Context: an optimization exercise on an open-source flow, tuned for small area, a short achievable clock period and few clock cycles per item. The choices shown serve that exercise and are no tape-out recipe. Only simulation tests tie the RTL to the original design; equivalence was not proved.

==> flow/design.v, too long to show whole: its modules and the start of the top module <==
// module b85_fa: 10 lines
// module b85_codec: 1114 lines
module b85_codec (
    input  wire        clk,
    input  wire        rst,         
    input  wire        in_valid,
    output wire        in_ready,
    input  wire        in_mode,     
    input  wire [39:0] in_data,
    output wire        out_valid,
    input  wire        out_ready,
    output wire [39:0] out_data,
    output wire [1:0]  out_err
);
  // ...
==> flow/flow/run.sh <==
#!/bin/bash
# Own layout flow: the standard layout (standard.sh) unchanged, except that the
# resizer's timing repair keeps a setup margin (so it also speeds up paths that already
# meet the 30 ns clock) and the ports get buf_2 buffers instead of the resizer's choice.
# The clock, the constraints and the synthesis are the standard ones.
set -euo pipefail
export SETUP_SLACK_MARGIN=23.0
export TNS_END_PERCENT=100
export BUFFER_PORTS_ARGS="-buffer_cell sky130_fd_sc_hd__buf_2"
bash standard.sh > standard.log 2>&1
==> flow/standard.sh <==
#!/bin/bash
# synth_recipe.tcl (not shown) runs the flow's synth.tcl, then flattens the netlist and writes it again
# the make line also repeats each setting of config.mk as NAME=value (left out here)
make -C /OpenROAD-flow-scripts/flow DESIGN_CONFIG=/design/flow/config.mk WORK_HOME=/design/flow/orfs CLKGATE_MAP_FILE= SYNTH_SCRIPT=/design/flow/synth_recipe.tcl "${@:-finish}"
==> flow/config.mk <==
export PLATFORM = sky130hd
export DESIGN_NAME = b85_codec
export DESIGN_NICKNAME = b85_codec
export VERILOG_FILES = /design/flow/design.v
export SDC_FILE = /design/flow/constraint.sdc
export NUM_CORES = 4
export LEC_CHECK = 0
export CAP_MARGIN = 20
export CORE_MARGIN = 2
export CORE_UTILIZATION = 65
export SLEW_MARGIN = 20
export SYNTH_HIERARCHICAL = 1
==> flow/constraint.sdc <==
create_clock -name core_clock -period 30.0 [get_ports {clk}]
set_input_delay 6.0000 -clock core_clock [delete_from_list [all_inputs] [get_ports {clk}]]
set_output_delay 6.0000 -clock core_clock [all_outputs]
set_load 0.01 [all_outputs]
==> flow_metrics.tcl, run 1 <==
set metrics [dict create \
    path_max_fanout 1 \
    fin_crit_sh_pct 23.3 \
    nonClkBufAreaFrac_pct 4.48 \
    run_status "finished clean" \
    clk_latency_ps 460 \
    synth_common_cells "321 x fa_1, 226 x inv_1, 173 x ha_1, 132 x edfxtp_1, 87 x a21oi_1" \
    max_slew_margin_pct 36.7 \
    postCtsHoldBufs 0 \
    use_met3_pct 5.78 \
    synth_top_cell_area_share_pct 33.6 \
    holdCritStartpoint "o_v" \
    max_stage_delay_ps 390 \
    layout_common_cells "320 x fa_1, 223 x inv_1, 173 x ha_1" \
    met1_length_um 18400 \
    cts_max_path_buffers 2 \
    use_met1_pct 40.4 \
    finalMaxSlewViolations 0 \
    post_layout_nonfiller_instances 2180 \
    skew_ps 10.5 \
    initialDrtViolationCount 969 \
    clkCellAreaFrac_pct 2.92 \
    portBuffers 88 \
    yosys.cell_types.count 77 \
    drc_errors 0 \
    nNetsFinal 2322 \
    yosysMostFrequentCell "fa_1" \
    die_y_um 175 \
    place_congestion 1.01 \
    multiInputGateArea_mm2 0.0133 \
    cts_resized 2 \
    synth-simple-area-share_pct 6.61 \
    grt_use_met2_pct 50.9 \
    route.met3.wl_um 2770 \
]
Testbench counts, summed over its fixed seeds: cycles 3,224, items 3,200.
==> inputs of run 2 (changes only) <==
--- a/flow/design.v
+++ b/flow/design.v
@@ -19,17 +19,17 @@
     input  wire        out_ready,
     output wire [39:0] out_data,
     output wire [1:0]  out_err
 );
     reg        ir_v, ir_mode;       
     reg [39:0] ir_data;
     reg        rdy;                 
     reg        m_v, m_mode;         
-    reg [51:0] m_p;                 
+    reg [42:0] m_p;                 
     reg        o_v;                 
     reg [39:0] o_data;
     reg [1:0]  o_err;
     reg        o2_v;                
     reg [39:0] o2_data;
     reg [1:0]  o2_err;
     assign in_ready  = rdy;
     assign out_valid = o_v;
@@ -572,16 +572,17 @@
 wire x4_kP6 = x4_kp0[2] & x4_kP1;
 wire x4_kG7 = x4_kg0[4] | (x4_kp0[4] & x4_kG4);
 wire x4_kP7 = x4_kp0[4] & x4_kP4;
 wire x4_kG8 = x4_kg0[6] | (x4_kp0[6] & x4_kG5);
 wire x4_kP8 = x4_kp0[6] & x4_kP5;
 assign x4 = {x4_kp0[6] ^ x4_kG5, x4_kp0[5] ^ x4_kG7, x4_kp0[4] ^ x4_kG4, x4_kp0[3] ^ x4_kG6, x4_kp0[2] ^ x4_kG1, x4_kp0[1] ^ x4_kg0[0], x4_kp0[0]};
     wire [16:0] dec_lo;
     wire [16:0] dec_ha, dec_hb;
+    wire [16:0] dec_hs;
 wire dv_g0 = ir_data[6] & (ir_data[5] | (ir_data[4] & ir_data[3] & ir_data[2]));   
 wire dv_g1 = ir_data[14] & (ir_data[13] | (ir_data[12] & ir_data[11] & ir_data[10]));   
 wire dv_g2 = ir_data[22] & (ir_data[21] | (ir_data[20] & ir_data[19] & ir_data[18]));   
 wire dv_g3 = ir_data[30] & (ir_data[29] | (ir_data[28] & ir_data[27] & ir_data[26]));   
 wire dv_g4 = ir_data[38] & (ir_data[37] | (ir_data[36] & ir_data[35] & ir_data[34]));   
 wire dv_1, dv_2;
 b85_fa dv_1_i (.a(ir_data[0]), .b(ir_data[8]), .c(ir_data[16]), .s(dv_1), .co(dv_2));
 wire dv_3, dv_4;
@@ -1010,16 +1011,73 @@
 wire dv_kP25 = dv_kp0[12] & dv_kP16;
 wire dv_kG26 = dv_kg0[14] | (dv_kp0[14] & dv_kG19);
 wire dv_kP26 = dv_kp0[14] & dv_kP19;
 wire dv_kG27 = dv_kg0[16] | (dv_kp0[16] & dv_kG15);
 wire dv_kP27 = dv_kp0[16] & dv_kP15;
 assign dec_lo = {dv_kp0[16] ^ dv_kG15, dv_kp0[15] ^ dv_kG26, dv_kp0[14] ^ dv_kG19, dv_kp0[13] ^ dv_kG25, dv_kp0[12] ^ dv_kG16, dv_kp0[11] ^ dv_kG24, dv_kp0[10] ^ dv_kG18, dv_kp0[9] ^ dv_kG23, dv_kp0[8] ^ dv_kG13, dv_kp0[7] ^ dv_kG22, dv_kp0[6] ^ dv_kG17, dv_kp0[5] ^ dv_kG21, dv_kp0[4] ^ dv_kG9, dv_kp0[3] ^ dv_kG20, dv_kp0[2] ^ dv_kG1, dv_kp0[1] ^ dv_kg0[0], dv_kp0[0]};
 assign dec_ha = {1'b1, ir_data[37], dv_321, dv_281, dv_361, dv_347, dv_319, dv_278, dv_277, dv_316, dv_314, dv_313, dv_311, dv_309, dv_359, dv_345, dv_357};
 assign dec_hb = {ir_data[38], dv_322, 1'b0, dv_362, 1'b0, 1'b0, 1'b0, dv_279, dv_318, dv_317, dv_315, dv_312, dv_310, dv_360, 1'b0, dv_358, 1'b0};
+wire [16:0] dh_kg0 = dec_ha & dec_hb;
+wire [16:0] dh_kp0 = dec_ha ^ dec_hb;
+wire dh_kG1 = dh_kg0[1] | (dh_kp0[1] & dh_kg0[0]);
+wire dh_kP1 = dh_kp0[1] & dh_kp0[0];
+wire dh_kG2 = dh_kg0[3] | (dh_kp0[3] & dh_kg0[2]);
+wire dh_kP2 = dh_kp0[3] & dh_kp0[2];
+wire dh_kG3 = dh_kg0[5] | (dh_kp0[5] & dh_kg0[4]);
+wire dh_kP3 = dh_kp0[5] & dh_kp0[4];
+wire dh_kG4 = dh_kg0[7] | (dh_kp0[7] & dh_kg0[6]);
+wire dh_kP4 = dh_kp0[7] & dh_kp0[6];
+wire dh_kG5 = dh_kg0[9] | (dh_kp0[9] & dh_kg0[8]);
+wire dh_kP5 = dh_kp0[9] & dh_kp0[8];
+wire dh_kG6 = dh_kg0[11] | (dh_kp0[11] & dh_kg0[10]);
+wire dh_kP6 = dh_kp0[11] & dh_kp0[10];
+wire dh_kG7 = dh_kg0[13] | (dh_kp0[13] & dh_kg0[12]);
+wire dh_kP7 = dh_kp0[13] & dh_kp0[12];
+wire dh_kG8 = dh_kg0[15] | (dh_kp0[15] & dh_kg0[14]);
+wire dh_kP8 = dh_kp0[15] & dh_kp0[14];
+wire dh_kG9 = dh_kG2 | (dh_kP2 & dh_kG1);
+wire dh_kP9 = dh_kP2 & dh_kP1;
+wire dh_kG10 = dh_kG4 | (dh_kP4 & dh_kG3);
+wire dh_kP10 = dh_kP4 & dh_kP3;
+wire dh_kG11 = dh_kG6 | (dh_kP6 & dh_kG5);
+wire dh_kP11 = dh_kP6 & dh_kP5;
+wire dh_kG12 = dh_kG8 | (dh_kP8 & dh_kG7);
+wire dh_kP12 = dh_kP8 & dh_kP7;
+wire dh_kG13 = dh_kG10 | (dh_kP10 & dh_kG9);
+wire dh_kP13 = dh_kP10 & dh_kP9;
+wire dh_kG14 = dh_kG12 | (dh_kP12 & dh_kG11);
+wire dh_kP14 = dh_kP12 & dh_kP11;
+wire dh_kG15 = dh_kG14 | (dh_kP14 & dh_kG13);
+wire dh_kP15 = dh_kP14 & dh_kP13;
+wire dh_kG16 = dh_kG11 | (dh_kP11 & dh_kG13);
+wire dh_kP16 = dh_kP11 & dh_kP13;
+wire dh_kG17 = dh_kG3 | (dh_kP3 & dh_kG9);
+wire dh_kP17 = dh_kP3 & dh_kP9;
+wire dh_kG18 = dh_kG5 | (dh_kP5 & dh_kG13);
+wire dh_kP18 = dh_kP5 & dh_kP13;
+wire dh_kG19 = dh_kG7 | (dh_kP7 & dh_kG16);
+wire dh_kP19 = dh_kP7 & dh_kP16;
+wire dh_kG20 = dh_kg0[2] | (dh_kp0[2] & dh_kG1);
+wire dh_kP20 = dh_kp0[2] & dh_kP1;
+wire dh_kG21 = dh_kg0[4] | (dh_kp0[4] & dh_kG9);
+wire dh_kP21 = dh_kp0[4] & dh_kP9;
+wire dh_kG22 = dh_kg0[6] | (dh_kp0[6] & dh_kG17);
+wire dh_kP22 = dh_kp0[6] & dh_kP17;
+wire dh_kG23 = dh_kg0[8] | (dh_kp0[8] & dh_kG13);
+wire dh_kP23 = dh_kp0[8] & dh_kP13;
+wire dh_kG24 = dh_kg0[10] | (dh_kp0[10] & dh_kG18);
+wire dh_kP24 = dh_kp0[10] & dh_kP18;
+wire dh_kG25 = dh_kg0[12] | (dh_kp0[12] & dh_kG16);
+wire dh_kP25 = dh_kp0[12] & dh_kP16;
+wire dh_kG26 = dh_kg0[14] | (dh_kp0[14] & dh_kG19);
+wire dh_kP26 = dh_kp0[14] & dh_kP19;
+wire dh_kG27 = dh_kg0[16] | (dh_kp0[16] & dh_kG15);
+wire dh_kP27 = dh_kp0[16] & dh_kP15;
+assign dec_hs = {dh_kp0[16] ^ dh_kG15, dh_kp0[15] ^ dh_kG26, dh_kp0[14] ^ dh_kG19, dh_kp0[13] ^ dh_kG25, dh_kp0[12] ^ dh_kG16, dh_kp0[11] ^ dh_kG24, dh_kp0[10] ^ dh_kG18, dh_kp0[9] ^ dh_kG23, dh_kp0[8] ^ dh_kG13, dh_kp0[7] ^ dh_kG22, dh_kp0[6] ^ dh_kG17, dh_kp0[5] ^ dh_kG21, dh_kp0[4] ^ dh_kG9, dh_kp0[3] ^ dh_kG20, dh_kp0[2] ^ dh_kG1, dh_kp0[1] ^ dh_kg0[0], dh_kp0[0]};
     wire [8:0] y0 = m_p[8:0], y1 = m_p[17:9], y2 = m_p[26:18], y3 = m_p[35:27];
     wire [6:0] y4 = m_p[42:36];
     function [2:0] fd;
         input [8:0] y;
         fd = (y >= 9'd340) ? 3'd4 : (y >= 9'd255) ? 3'd3 : (y >= 9'd170) ? 3'd2 : (y >= 9'd85) ? 3'd1 : 3'd0;
     endfunction
     wire [2:0] f0 = fd(y0), f1 = fd(y1), f2 = fd(y2), f3 = fd(y3);
     function [6:0] tk;   
@@ -1074,20 +1132,20 @@
     function ok;
         input [7:0] c;
         begin
             ok = (c >= 8'd35) && (c <= 8'd120) && (c != 8'd92);
         end
     endfunction
     wire bad = !(ok(ir_data[7:0]) && ok(ir_data[15:8]) && ok(ir_data[23:16]) &&
                  ok(ir_data[31:24]) && ok(ir_data[39:32]));
-    wire [51:0] p_enc = {9'd0, x4, x3, x2, x1, x0};
-    wire [51:0] p_dec = {bad, dec_hb, dec_ha, dec_lo};
-    wire        m_bad    = m_p[51];
-    wire [16:0] m_hi     = m_p[33:17] + m_p[50:34] + m_p[16];
+    wire [42:0] p_enc = {x4, x3, x2, x1, x0};
+    wire [42:0] p_dec = {p_enc[42:35], bad, dec_hs, dec_lo};
+    wire        m_bad    = m_p[34];
+    wire [16:0] m_hi     = m_p[33:17] + m_p[16];
     wire [32:0] m_dv     = {m_hi, m_p[15:0]};
     wire [39:0] dec_data = (m_bad || m_dv[32]) ? 40'd0 : {8'd0, m_dv[31:0]};
     wire [1:0]  dec_err  = m_bad ? 2'd1 : (m_dv[32] ? 2'd2 : 2'd0);
     wire [39:0] s2_data = m_mode ? dec_data : enc;
     wire [1:0]  s2_err  = m_mode ? dec_err : 2'd0;
     always @(posedge clk) begin
         if (rst) begin
             ir_v <= 1'b0;
==> flow/config.mk (replaced) <==
export PLATFORM = sky130hd
export DESIGN_NAME = b85_codec
export DESIGN_NICKNAME = b85_codec
export VERILOG_FILES = /design/flow/design.v
export SDC_FILE = /design/flow/constraint.sdc
export NUM_CORES = 4
export LEC_CHECK = 0
export CAP_MARGIN = 20
export CORE_MARGIN = 2
export CORE_UTILIZATION = 75
export CTS_BUF_LIST = sky130_fd_sc_hd__clkbuf_8
export SLEW_MARGIN = 20
export SYNTH_HIERARCHICAL = 1
==> run 2 against run 1 <==
Still clean. Clock skew is 20 ps higher. Global-route usage is 4.7 points higher. Maximum frequency is 0.59% lower. Count of clock-buffer cells in the layout is 5 lower. Critical path depth stayed put. Critical endpoint is now out_data[20].
==> flow_metrics.tcl, run 2 <==
set metrics [dict create \
    run_status "finished clean" \
    initialDrtViolationCount 1240 \
    reg2reg_depth 33 \
    grt_max_degree 77 \
    fin_crit_sh_pct 23.4 \
    cts_max_level 4 \
    yosys-top-cells-area "fa_1 34%, edfxtp_1 20%, ha_1 12%, dfxtp_1 5.0%, inv_1 4.3%" \
    syn_to_final_growth_pct 10.9 \
    synth_edf_count 127 \
    cts_max_path_buffers 2 \
    first_pass_iters 5 \
    drive_gt1_share_pct 17.5 \
    critPathArrivalTime_ps 1030 \
    path_max_fanout 1 \
    n_fill_cell 1319 \
    nNetsFinal 2331 \
    portBuffers 88 \
    worst_setup_path_end_kind "output port" \
    yosys_register_bits 174 \
    cts_tree "done" \
    max_stage_delay_ps 400 \
    postCtsHoldBufs 0 \
    layout_common_cells "317 x fa_1, 203 x inv_1, 177 x ha_1" \
    start_util_pct 75.8 \
    dp_hpwl_um 34800 \
    synth_top_cell_area_share_pct 34.0 \
    yosys.cell_types.count 78 \
    grt_pass1_wl_um 70200 \
    crit_buf_inv 1 \
    synth_ff_type "edfxtp_1" \
    maxCapViolCount 0 \
    largest_register_ffs 43 \
    yosysMostFrequentCell "fa_1" \
    clock.fmax_ghz 0.142 \
    synthArstFlopShare_pct 0 \
    path_class "reg2out" \
    rsz0062_at_grt "yes" \
    grt_pass1_vias 13542 \
    max_slew_margin_pct 21.8 \
    synth_common_cells "322 x fa_1, 216 x inv_1, 181 x ha_1, 127 x edfxtp_1, 74 x a21oi_1" \
    yosys.area.top_type "fa_1" \
    clk_latency_ps 500 \
    finalMaxSlewViolations 0 \
    cts.sinks 174 \
    drc_errors 0 \
    hp-class "reg2reg" \
    startpoint_type "flop" \
    grt-ovfl-total 0 \
    routed_wl_um 45200 \
    crit_chain "buf_2" \
    tightest_slew_ps 1160 \
    skew_ps 30.2 \
    seq_area_frac_synth_pct 25.1 \
    diodes 0 \
    netlist_area_mm2 0.0190 \
    critPathRequiredTime_ps 24000 \
    core-area_mm2 0.0250 \
    min_period_ps 7030 \
    fp-row-count 58 \
    final_core_util_pct 84.0 \
    fin_setup_tns_ps 0 \
    synth_area_per_cell_um2 11.8 \
    ant_nets 0 \
    antenna_found_initial 0 \
    ys_warn_count 7 \
    wl_per_cell_um 21.3 \
    crit_slowest_cell "edfxtp_1" \
    final_common_cell "fa_1" \
    hold_viol 0 \
    die_w_um 163 \
    hold_depth 2 \
    cts_buffers 17 \
    place_congestion 0.968 \
    die_area_mm2 0.0266 \
    routed-via-count 13289 \
    routed_via_density 6.25 \
    path_depth 1 \
    die_y_um 163 \
    largest_register "m_p" \
    io_pins 89 \
    path_delay_family "flip-flops" \
    root_buffer "clkbuf_8" \
    grtUsageTotal_pct 35.2 \
    clkTransAtPathRegs_ps 110 \
    syn-num-nets 2160 \
    setup_viol 0 \
    synthCells 1612 \
]
run 2: cell count changes in the layout (fill, tap and decap cells not counted), moves of 7 or more:
| cell | before | now |
|---|---|---|
| nor2_1 | 62 | 50 |
| inv_2 | 0 | 11 |
| a21oi_1 | 85 | 72 |
| buf_4 | 65 | 89 |
| clkbuf_8 | 2 | 17 |
| clkbuf_16 | 19 | 0 |
| o21ai_0 | 66 | 53 |
| inv_1 | 223 | 203 |
| xnor2_1 | 51 | 63 |
| a211oi_1 | 20 | 13 |
run 2: logic make-up after synthesis:
kind of cell	after synthesis	share of synthesized area [%]
fa+ha+maj	504	46.0
simple gates	251	6.62
mux	26	1.50
xor+xnor	112	5.25
compound gates	297	10.4
flops	174	25.1
buf+inv	248	5.16
run 2: worst paths after layout:
kind	from	endpoint	slack (ps)
worst max register to register	m_p[12]	o_data[14]	23050
worst min-delay path	o2_data[4]	o2_data[4]	460
worst min register to register	o2_data[4]	o2_data[4]	460
worst max-delay path	o_data[20]	out_data[20]	22970
run 2: routing by layer:
| metal | vias up | global-route usage, % | wire length [um] |
|---|---|---|---|
| li1 | 5863 | - | - |
| met1 | 6552 | 45.3 | 17300 |
| met2 | 707 | 57.3 | 21700 |
| met3 | 167 | 6.88 | 3660 |
| met4 | 0 | 18.6 | 2510 |
| met5 | - | 0 | 0 |
run 2: cell type report:
class                           instances  area, um^2  area share [%]
Clock buffer                           17         234            1.11
Clock inverter                         15         175           0.833
Inverter                              220         847            4.03
Multi-Input combinational cell       1190       13400            64.0
Sequential cell                       174        4760            22.6
Tap cell                              330         413            1.96
Timing Repair Buffer                  180        1150            5.47
run 2: stage by stage:
step | hold slack [ps] | area (um^2) | std cells | setup WS [ps]
3_5_place_dp | 436 | 19800 | 2017 | 22510
3_3_place_gp | 415 | 19800 | 2017 | 22700
6_report | 464 | 21000 | 2126 | 22970
4_1_cts | 467 | 20400 | 2065 | 22950
2_1_floorplan | 417 | 19000 | 1612 | 23040
5_1_grt | 479 | 21000 | 2126 | 22790
run 2: modules after synthesis (local to each module, per instance):
| module | cells inside | flip-flops and latches | cell area (um^2) |
|---|---|---|---|
| b85_codec | 1339 | 174 | 13500 |
| b85_fa | 1 | 0 | 20.0 |
run 2: timing repair:
action                                 4_1_cts  5_1_grt
endpoints found under the hold margin        0        0
setup buffers                               16       61
resized for setup                           16       47
setup endpoints to repair                   44       64
pin swaps                                   10       18
cloned                                       0        0
Testbench counts of run 2, summed over its fixed seeds: cycles 3,224, items 3,200.
==> inputs of run 3 (changes only) <==
--- a/flow/config.mk
+++ b/flow/config.mk
@@ -8,6 +8,5 @@
 export CAP_MARGIN = 20
 export CORE_MARGIN = 2
 export CORE_UTILIZATION = 75
-export CTS_BUF_LIST = sky130_fd_sc_hd__clkbuf_8
 export SLEW_MARGIN = 20
 export SYNTH_HIERARCHICAL = 1
==> run 3 against run 2 <==
Still clean. Die area unchanged. Sequential share of layout area decreased by 0.18 points. Area after synthesis is the same. Design area rose by 0.80%. Synthesized cell count stayed put. Critical path depth is the same. Global-route usage increased by 0.85 points. Utilization grew 0.67 points. Worst setup slack gained 51 ps. Critical path type unchanged. Largest cell class unchanged. Highest routed layer unchanged.
==> flow_metrics.tcl, run 3 <==
set metrics [dict create \
    run_status "finished clean" \
    ys_warn_count 7 \
    die_w_um 163 \
    cts_tree "done" \
    synthArstFlopShare_pct 0 \
    synthCells 1612 \
    routed-via-count 13482 \
    die_area_mm2 0.0266 \
    maxCapViolCount 0 \
    cts_max_path_buffers 2 \
    clkTransAtPathRegs_ps 80 \
    grt_pass1_vias 13813 \
    setup_viol 0 \
    layout_common_cells "316 x fa_1, 201 x inv_1, 177 x ha_1" \
    critPathArrivalTime_ps 980 \
    grt-ovfl-total 0 \
    drc_errors 0 \
    path_class "reg2out" \
    seq_area_frac_synth_pct 25.1 \
    drive_gt1_share_pct 17.5 \
    routed_wl_um 46700 \
    grtUsageTotal_pct 36.1 \
    root_buffer "clkbuf_16" \
    synth_top_cell_area_share_pct 34.0 \
    die_y_um 163 \
    crit_buf_inv 1 \
    path_delay_family "flip-flops" \
    crit_slowest_cell "edfxtp_1" \
    skew_ps 18.6 \
    rsz0062_at_grt "yes" \
    place_congestion 0.968 \
    max_slew_margin_pct 35.0 \
    largest_register "m_p" \
    grt_pass1_wl_um 71800 \
    initialDrtViolationCount 1398 \
    crit_chain "buf_2" \
    ant_nets 0 \
    postCtsHoldBufs 0 \
    synth_ff_type "edfxtp_1" \
    start_util_pct 75.8 \
    fin_setup_tns_ps 0 \
    io_pins 89 \
    fp-row-count 58 \
    min_period_ps 6980 \
    final_core_util_pct 84.7 \
    synth_common_cells "322 x fa_1, 216 x inv_1, 181 x ha_1, 127 x edfxtp_1, 74 x a21oi_1" \
    hp-class "reg2reg" \
    cts_max_level 4 \
    post-place-ws_ps 22510 \
    fin_ws_ps 23020 \
    diodes 0 \
    yosys-top-cells-area "fa_1 34%, edfxtp_1 20%, ha_1 12%, dfxtp_1 5.0%, inv_1 4.3%" \
    tightest_slew_ps 972 \
    syn-num-nets 2160 \
    startpoint_type "flop" \
    core-area_mm2 0.0250 \
    dp.cells 2017 \
    dp_hpwl_um 34800 \
    cts_buffers 17 \
    portBuffers 88 \
    path_max_fanout 1 \
    worst_setup_path_end_kind "output port" \
    yosys_register_bits 174 \
    grt_max_degree 77 \
    fin_crit_sh_pct 23.3 \
    largest_register_ffs 43 \
    yosys.cell_types.count 78 \
    post_layout_nonfiller_instances 2122 \
    yosys.area.top_type "fa_1" \
    critPathRequiredTime_ps 24000 \
    max_stage_delay_ps 380 \
    yosysMostFrequentCell "fa_1" \
    synth_edf_count 127 \
    final_common_cell "fa_1" \
    syn_to_final_growth_pct 11.7 \
    first_pass_iters 5 \
    nNetsFinal 2327 \
    antenna_found_initial 0 \
    netlist_area_mm2 0.0190 \
    hold_viol 0 \
    routed_via_density 6.35 \
    clock.fmax_ghz 0.143 \
    cts.sinks 174 \
    wl_per_cell_um 22.0 \
    clk_latency_ps 450 \
    finalMaxSlewViolations 0 \
    synth_area_per_cell_um2 11.8 \
]
-- run 3: cell counts after synthesis --
No cell type changed its count.
-- run 3: cell families after synthesis --
kind of cell	share of synthesized area [%]
fa+ha+maj	46.0
compound gates	10.4
simple gates	6.62
buf+inv	5.16
flops	25.1
xor+xnor	5.25
mux	1.50
-- run 3: routing by layer --
metal	wire length (um)	global-route usage [%]	vias to the layer above
met3	3960	6.32	197
met1	17600	46.1	6642
met5	0	0	-
met4	2640	19.2	0
li1	-	-	5861
met2	22500	59.5	782
-- run 3: path summary, 6_finish.rpt --
check	start	endpoint	slack [ps]	cells after the start
worst min-delay path	o_v	rdy	430	1
worst max register to register	ir_data[36]	m_p[15]	23090	18
worst min register to register	o_v	rdy	430	1
worst max-delay path	o_data[20]	out_data[20]	23020	1
-- run 3: Yosys stat by module, one instance, submodules excluded --
| module | area (um^2) | cells |
|---|---|---|
| b85_fa | 20.0 | 1 |
| b85_codec | 13500 | 1339 |
-- run 3: layout make-up --
class | instances | area [um^2]
clock buffers | 18 | 450
clock inverters | 14 | 145
fillers | 1258 | 3840
inverters | 220 | 847
multi-input cells | 1190 | 13500
flip-flops and latches | 174 | 4760
well taps | 330 | 413
repair buffers | 176 | 1110
-- run 3: what timing repair did --
item / 4_1_cts / 5_1_grt
setup endpoints to repair: 17 / 25
buffers inserted: 26 / 47
pin swaps: 9 / 15
hold endpoints to repair: 0 / 0
resized for setup: 14 / 54
-- run 3: metrics by stage --
step                hold slack (ps)  cell area (um^2)
finish                          433             21200
global route                    452             21200
CTS                             453             20600
detailed placement              436             19800
global placement                415             19800
floorplan                       417             19000

-- re-timing with driven ports --
The flow's constraints put no driver on any port. The routed layouts listed below were extracted and timed again, unchanged, in two steps. Step 1 sets driving cells, clkbuf_16 on the clock port and buf_2 on the other inputs (assumed; they add their load-dependent delay and slew). Step 2, shift: input delay + t, output delay - t, t = (earliest + latest rising clock arrival at the registers) / 2. This alone moves slack from input paths to output paths. Three values: ideal ports, drivers, drivers and shift; two values: the first two.
| run | t (ns) | setup slack, ns | slew at the worst register clock pin (ns) |
|---|---|---|---|
| run 1 | 0.504 | 23.009 / 22.956 / 22.769 | 0.08 / 0.08 |
| run 2 | 0.532 | 22.968 / 22.921 / 22.754 | 0.13 / 0.13 |
| run 3 | 0.498 | 23.019 / 22.965 / 22.755 | 0.09 / 0.09 |
After both steps every run listed still meets setup and hold. For run 3, which loses most, drivers alone change the setup slack by -0.054 ns; drivers and shift together by -0.264 ns.
